Context: an optimization exercise on an open-source flow, tuned for small area and a short achievable clock period. The choices shown serve that exercise and are no tape-out recipe.
In this exercise RTL edits were held to simulation tests only and were not proved equivalent to the original.
Power is estimated from default activity; no workload was simulated.

## chk4_accum
module chk4_accum (
    input  wire        clk,
    input  wire        rst,         
    input  wire        init,        
    input  wire [2:0]  in_cnt,      
    input  wire [31:0] in_data,     
    output wire [31:0] chk_value,
    output wire [31:0] byte_count
);
Size in the first run: ~1000 cells after synthesis, ~100 I/O pins, ~0.012 mm² of cells after synthesis.
export LEC_CHECK = 0
export CAP_MARGIN = 20
export CORE_MARGIN = 2
export CORE_UTILIZATION = 65
export CTS_BUF_LIST = sky130_fd_sc_hd__clkbuf_4 sky130_fd_sc_hd__clkbuf_8
export SLEW_MARGIN = 20
export SYNTH_HIERARCHICAL = 1
export SYNTH_MINIMUM_KEEP_SIZE = 0
create_clock -name core_clock -period 28.0 [get_ports {clk}]
standard.sh (not shown) runs the stock make flow with config.mk's settings and CLKGATE_MAP_FILE= SYNTH_SCRIPT=/design/flow/synth_recipe.tcl, a recipe that flattens the netlist after the stock synthesis.
==> flow/flow/run.sh <==
#!/bin/bash
# The standard layout (standard.sh, all steps), with the port buffers placed
# by flow/ports.tcl before global placement instead of by the standard call,
# and timing repair asked to leave a setup margin (the clock and constraints
# are unchanged).
set -euo pipefail
here=$(pwd)
export DONT_BUFFER_PORTS=1
export PRE_GLOBAL_PLACE_TCL="$here/flow/ports.tcl"
export SETUP_SLACK_MARGIN=18
bash standard.sh > "$here/standard.log" 2>&1
==> flow/flow/ports.tcl <==
# Port buffers (in place of the standard flow's single buffer_ports call):
# every input and every output port still gets its own buffer, but with a
# plain buffer cell of a suitable size instead of the default delay buffer.
buffer_ports -inputs -buffer_cell sky130_fd_sc_hd__buf_2
buffer_ports -outputs -buffer_cell sky130_fd_sc_hd__buf_1
The starting point completed without violations.
Edit:
==> flow/flow/run.sh (replaced) <==
#!/bin/bash
# The standard layout (standard.sh, all steps) with two changes:
# - the standard port buffering (buffer_ports, every input and output port
#   gets a buffer) uses the plain buffer sky130_fd_sc_hd__buf_1 instead of the
#   default delay buffer; timing repair may resize it;
# - timing repair is asked to leave a setup margin (the clock period and the
#   constraints are unchanged).
set -euo pipefail
here=$(pwd)
export BUFFER_PORTS_ARGS="-buffer_cell sky130_fd_sc_hd__buf_1"
export SETUP_SLACK_MARGIN=17
bash standard.sh > "$here/standard.log" 2>&1
Settings changed: TNS_END_PERCENT from default to 0.
removed: flow/flow/ports.tcl
After rerunning: The new run finished with timing, DRC and antenna clean. Register-to-register slack got worse by 280 ps. Clock power stays flat. Non-clock buffer count grows by 107. Maximum frequency shrinks by about 2.6%. Total power shrinks by about 2.4%. Count of clock-buffer cells in the layout shrinks by 3. Synthesized cell count is unchanged. Worst setup slack got worse by 300 ps.
Edit:
--- a/flow/flow/run.sh
+++ b/flow/flow/run.sh
@@ -9,4 +9,4 @@
 here=$(pwd)
 export BUFFER_PORTS_ARGS="-buffer_cell sky130_fd_sc_hd__buf_1"
-export SETUP_SLACK_MARGIN=17
+export SETUP_SLACK_MARGIN=16.5
 bash standard.sh > "$here/standard.log" 2>&1
Settings changed: CORE_UTILIZATION 65 to 75, TNS_END_PERCENT 0 to default.
Power came out lower by a few percent. Design area falls by a few percent. Global-route usage climbs by 3.5 points.
Edit:
Settings changed: CORE_UTILIZATION 75 to 65.
Result: The new run finished with timing, DRC and antenna clean; non-clock buffer count increases by 1; wire length grows by about 1.7%; sequential cell count is unchanged; global-route usage falls by 3.8 points.

========
Setup of run A:
chk4_accum, a different RTL version from the one above (not shown whole).
For scale: ~1000 cells after synthesis, about 87 flip-flops, about 100 I/O pins, about 0.011 mm2 of cells after synthesis.
clock: 28.0 ns
lec_check: 0
cap_margin: 20
core_margin: 2
core_utilization: 65
cts_buf_list: sky130_fd_sc_hd__clkbuf_4 sky130_fd_sc_hd__clkbuf_8
slew_margin: 20
synth_hierarchical: 1
synth_minimum_keep_size: 0
==> flow/flow/run.sh <==
#!/bin/bash
# The standard layout (standard.sh, all steps), with the port buffers placed
# by flow/ports.tcl before global placement instead of by the standard call,
# and timing repair asked to leave a setup margin (the clock and constraints
# are unchanged).
set -euo pipefail
here=$(pwd)
export DONT_BUFFER_PORTS=1
export PRE_GLOBAL_PLACE_TCL="$here/flow/ports.tcl"
export SETUP_SLACK_MARGIN=18
bash standard.sh > "$here/standard.log" 2>&1
==> flow/flow/ports.tcl <==
# Port buffers (in place of the standard flow's single buffer_ports call):
# every input and every output port still gets its own buffer, but with a
# plain buffer cell of a suitable size instead of the default delay buffer.
buffer_ports -inputs -buffer_cell sky130_fd_sc_hd__buf_2
buffer_ports -outputs -buffer_cell sky130_fd_sc_hd__buf_1
Run A reached the end of the flow, and the finished layout is clean on the timing, design-rule and antenna checks.
Input-level comparison between run B and run A:
==> flow/run.sh (new file) <==
#!/bin/bash
# synth_recipe.tcl (not shown) runs the flow's synth.tcl, then flattens the netlist and writes it again
# the make line also repeats each setting of config.mk as NAME=value (left out here)
make -C /OpenROAD-flow-scripts/flow DESIGN_CONFIG=/design/flow/config.mk WORK_HOME=/design/flow/orfs CLKGATE_MAP_FILE= SYNTH_SCRIPT=/design/flow/synth_recipe.tcl finish
removed: flow/flow/run.sh
removed: flow/flow/ports.tcl
removed: flow/standard.sh
Findings:
Changes observed in run B relative to run A: worst hold margin dropped 0.086 ns, cell count after placement climbed 8.7%, non-clock buffer count climbed 55%, placed wire-length estimate dropped about 3%. The overall routed net length of run B was superior to that of run A. Run comparison: run A start point of the critical path ra[17]; run B start point of the critical path rst. In run B relative to run A, global-route wire length before repair had gone down by a few percent. All of run B and run A finish clean. Changes observed in run B relative to run A: proportion of power drawn by the clock network climbed 1.5 points; post-route standard cell area excluding fillers decreased by 2.5% relative to the old numbers; area after detailed placement climbed 6.5%; violation count after the first detailed-route iteration down 23%.
Input changes introduced in run C (baseline for comparison: run B):
==> flow/flow/run.sh (new file) <==
#!/bin/bash
# The standard layout (standard.sh, all steps), with the port buffers placed
# by flow/ports.tcl before global placement instead of by the standard call,
# and timing repair asked to leave a setup margin (the clock and constraints
# are unchanged).
set -euo pipefail
here=$(pwd)
export DONT_BUFFER_PORTS=1
export PRE_GLOBAL_PLACE_TCL="$here/flow/ports.tcl"
export SETUP_SLACK_MARGIN=16
bash standard.sh > "$here/standard.log" 2>&1
==> flow/flow/ports.tcl (new file) <==
# Port buffers (in place of the standard flow's single buffer_ports call):
# every input and every output port still gets its own buffer, but with a
# plain buffer cell of a suitable size instead of the default delay buffer.
buffer_ports -inputs -buffer_cell sky130_fd_sc_hd__buf_2
buffer_ports -outputs -buffer_cell sky130_fd_sc_hd__buf_1
==> flow/standard.sh (new file) <==
#!/bin/bash
# synth_recipe.tcl (not shown) runs the flow's synth.tcl, then flattens the netlist and writes it again
# the make line also repeats each setting of config.mk as NAME=value (left out here)
make -C /OpenROAD-flow-scripts/flow DESIGN_CONFIG=/design/flow/config.mk WORK_HOME=/design/flow/orfs CLKGATE_MAP_FILE= SYNTH_SCRIPT=/design/flow/synth_recipe.tcl "${@:-finish}"
removed: flow/run.sh
--- outcome ---
Global-route wire length before repair up about 1.5% in run C wrt run B
Run C vs run B, final weighted congestion in routability-driven placement went up by 1.6%.
Compared run C vs run B, and final instance area is down in run C.
Run C vs. run B: instance count on the critical path climbed 2, wire length climbed 890 um, power density over the cells climbed 0.32 mW/mm2, number of logic inverters in the finished layout climbed 2.4%.
Hold slack (run C over run B): increase, 0.079 ns
Critical path's largest stage delay in run C is 0.26 ns lower than in run B

========
## run 1
chk4_accum with an RTL version that a note above also has.
Size in the first run: roughly 1000 cells after synthesis, about 87 flip-flops, roughly 12000 um^2 of cells after synthesis.
==> flow/config.mk <==
export PLATFORM = sky130hd
export DESIGN_NAME = chk4_accum
export DESIGN_NICKNAME = chk4_accum
export VERILOG_FILES = /design/flow/design.v
export SDC_FILE = /design/flow/constraint.sdc
export NUM_CORES = 4
export LEC_CHECK = 0
export CAP_MARGIN = 20
export CORE_MARGIN = 2
export CORE_UTILIZATION = 65
export CTS_BUF_LIST = sky130_fd_sc_hd__clkbuf_4 sky130_fd_sc_hd__clkbuf_8
export SLEW_MARGIN = 20
export SYNTH_HIERARCHICAL = 1
export SYNTH_MINIMUM_KEEP_SIZE = 0
export TNS_END_PERCENT = 0
==> flow/constraint.sdc <==
create_clock -name core_clock -period 28.0 [get_ports {clk}]
set_input_delay 5.6000 -clock core_clock [delete_from_list [all_inputs] [get_ports {clk}]]
set_output_delay 5.6000 -clock core_clock [all_outputs]
set_load 0.01 [all_outputs]
==> flow/flow/run.sh <==
#!/bin/bash
# The standard layout (standard.sh, all steps) with two changes:
# - the standard port buffering (buffer_ports, every input and output port
#   gets a buffer) uses the plain buffer sky130_fd_sc_hd__buf_1 instead of the
#   default delay buffer; timing repair may resize it;
# - timing repair is asked to leave a setup margin (the clock period and the
#   constraints are unchanged).
set -euo pipefail
here=$(pwd)
export BUFFER_PORTS_ARGS="-buffer_cell sky130_fd_sc_hd__buf_1"
export SETUP_SLACK_MARGIN=16.5
bash standard.sh > "$here/standard.log" 2>&1
Run 1: flow completed, timing, DRC and antenna clean
### run 1 -> run 2
==> flow/flow/run.sh <==
#!/bin/bash
# The standard layout (standard.sh, all steps), with the port buffers placed
# by flow/ports.tcl before global placement instead of by the standard call,
# and timing repair asked to leave a setup margin (the clock and constraints
# are unchanged).
set -euo pipefail
here=$(pwd)
export DONT_BUFFER_PORTS=1
export PRE_GLOBAL_PLACE_TCL="$here/flow/ports.tcl"
export SETUP_SLACK_MARGIN=17
bash standard.sh > "$here/standard.log" 2>&1
==> flow/flow/ports.tcl (new file) <==
# Port buffers (in place of the standard flow's single buffer_ports call):
# every input and every output port still gets its own buffer, but with a
# plain buffer cell of a suitable size instead of the default delay buffer.
buffer_ports -inputs -buffer_cell sky130_fd_sc_hd__buf_2
buffer_ports -outputs -buffer_cell sky130_fd_sc_hd__buf_1
-- flow/config.mk --
<<< run 1, line 13
export SYNTH_HIERARCHICAL = 1
export SYNTH_MINIMUM_KEEP_SIZE = 0
export TNS_END_PERCENT = 0
>>> run 2, line 13
export SYNTH_HIERARCHICAL = 1
export SYNTH_MINIMUM_KEEP_SIZE = 0
Notes after the runs:
Per the final summary, run 1 finished and its layout is clean on timing, DRC and antenna. Both conditions hold for run 2: the flow ran to the end and the final layout passed the timing, design-rule and antenna checks. The final reports for run 2 and run 1 show via count of the first global-routing pass higher in the former. On number of non-clock buffers in the layout: between run 1 and run 2, it ends up lower for run 2. Proportion of synthesized area in mux cells essentially unchanged between run 2 and run 1. Transition time of the tightest slew-check pin came out lower on run 2 than on run 1. Sequential cell count of the final layout: run 2 vs run 1 — no meaningful difference. Of run 1 and run 2, the run reporting the higher overall global routing resource usage was run 2. Measured against each other, run 1 and run 2 differ in initial antenna violation count, the higher figure coming from run 1. Sort run 1 and run 2 by power, ascending, and run 1 comes first. Against run 1 as the reference, run 2 delivers a lower count of input and output buffers. Re part of the power in combinational logic: run 1 and run 2 aren't equal, and the higher value belongs to run 1. Delta(area of combinational cells with multiple inputs, run 2 - run 1) > 0.
--- input diff run 2..run 3 ---
==> flow/flow/run.sh <==
#!/bin/bash
# The standard layout (standard.sh, all steps) with two changes:
# - the standard port buffering (buffer_ports, every input and output port
#   gets a buffer) uses the plain buffer sky130_fd_sc_hd__buf_1 instead of the
#   default delay buffer; timing repair may resize it;
# - timing repair is asked to leave a setup margin (the clock period and the
#   constraints are unchanged).
set -euo pipefail
here=$(pwd)
export BUFFER_PORTS_ARGS="-buffer_cell sky130_fd_sc_hd__buf_1"
export SETUP_SLACK_MARGIN=16
bash standard.sh > "$here/standard.log" 2>&1
removed: flow/flow/ports.tcl
### Flow results
Lower multi-input logic area was reported by run 3, not run 2. Run 3 against run 2: global placement routability congestion went up by about 2.2%; via count increased by 177 relative to the old numbers; iteration-0 DRC count of the detailed router went up 140. Run 3 against run 2: global-route usage moved down, quantity of gates resized following cts moved down. Summary of run 3 over run 2: buffers inserted during post-CTS setup optimization decreased 14; cell area power density essentially unchanged; part of the total power dissipated in the clock network decreased 0.3 points; routed wire length decreased 6.9%.
For run 4, these inputs were changed with respect to run 3:
==> flow/flow/run.sh <==
#!/bin/bash
# The standard layout (standard.sh, all steps) with two changes:
# - the standard port buffering (buffer_ports, every input and output port
#   gets a buffer) uses the plain buffer sky130_fd_sc_hd__buf_2 instead of the
#   default delay buffer; timing repair may resize it;
# - timing repair is asked to leave a setup margin (the clock period and the
#   constraints are unchanged).
set -euo pipefail
here=$(pwd)
export BUFFER_PORTS_ARGS="-buffer_cell sky130_fd_sc_hd__buf_2"
export SETUP_SLACK_MARGIN=16.5
bash standard.sh > "$here/standard.log" 2>&1
Findings:
- Run 4 went all the way through synthesis, placement and routing and the layout is clean on timing, DRC and antenna.
- Run 3 finished all stages; the layout is clean.
- Compared with run 3, run 4 shows clock period minus worst slack lower by 490 ps.
- Diff run 3 and run 4: routed wire length lower in run 3
- Going from run 3 to run 4, number of buffer and inverter stages on the critical path shrinks by 3.
- The number of iterations in the first detailed-routing pass of run 4 exceeds that of run 3 by 1.
- Run 4 vs. run 3: worst hold slack about even, clock network power share decreased 2.7 points, total power lower.

[re-timing with driven ports]
Ports are ideal in the flow. The routed layouts listed here were re-timed in OpenROAD. Step 1 (the two cells are an assumption about what drives the block):
set clk [get_ports {clk}]
set_driving_cell -lib_cell sky130_fd_sc_hd__clkbuf_16 $clk
set_driving_cell -lib_cell sky130_fd_sc_hd__buf_2 [delete_from_list [all_inputs] $clk]
Step 2 adds t to the input delays and takes it off the output delays; t is the mean of the earliest and latest rising clock arrival at the registers after step 1. Input paths then give back, and output paths get back, about the clock's delay inside the block. Slacks: no drivers / after step 1 / after step 2; pairs: no drivers / after step 1.
| run | shift t [ns] | setup WS [ns] | pins driven straight from the clock port |
|---|---|---|---|
| the first run of note 1 | 0.433 | 16.979 / 16.524 / 16.091 | 1 |
| the second run of note 1 | 0.425 | 16.682 / 16.666 / 16.240 | 1 |
| the third run of note 1 | 0.424 | 16.603 / 16.589 / 16.164 | 1 |
| the fourth run of note 1 | 0.431 | 16.622 / 16.632 / 16.200 | 1 |
| run A | 0.435 | 16.105 / 16.061 / 15.980 | 1 |
| run B | 0.430 | 14.375 / 14.379 / 13.949 | 1 |
| run C | 0.427 | 16.120 / 15.965 / 15.538 | 1 |
| run 1 | 0.427 | 16.560 / 16.530 / 16.103 | 1 |
| run 2 | 0.427 | 16.957 / 16.581 / 16.154 | 1 |
| run 3 | 0.427 | 16.180 / 16.187 / 15.760 | 1 |
| run 4 | 0.434 | 16.669 / 16.668 / 16.233 | 1 |
After both steps setup and hold are still met in every run listed. The setup slack of the first run of note 1, which loses most, moves by -0.455 ns with the drivers and by -0.888 ns with both steps.
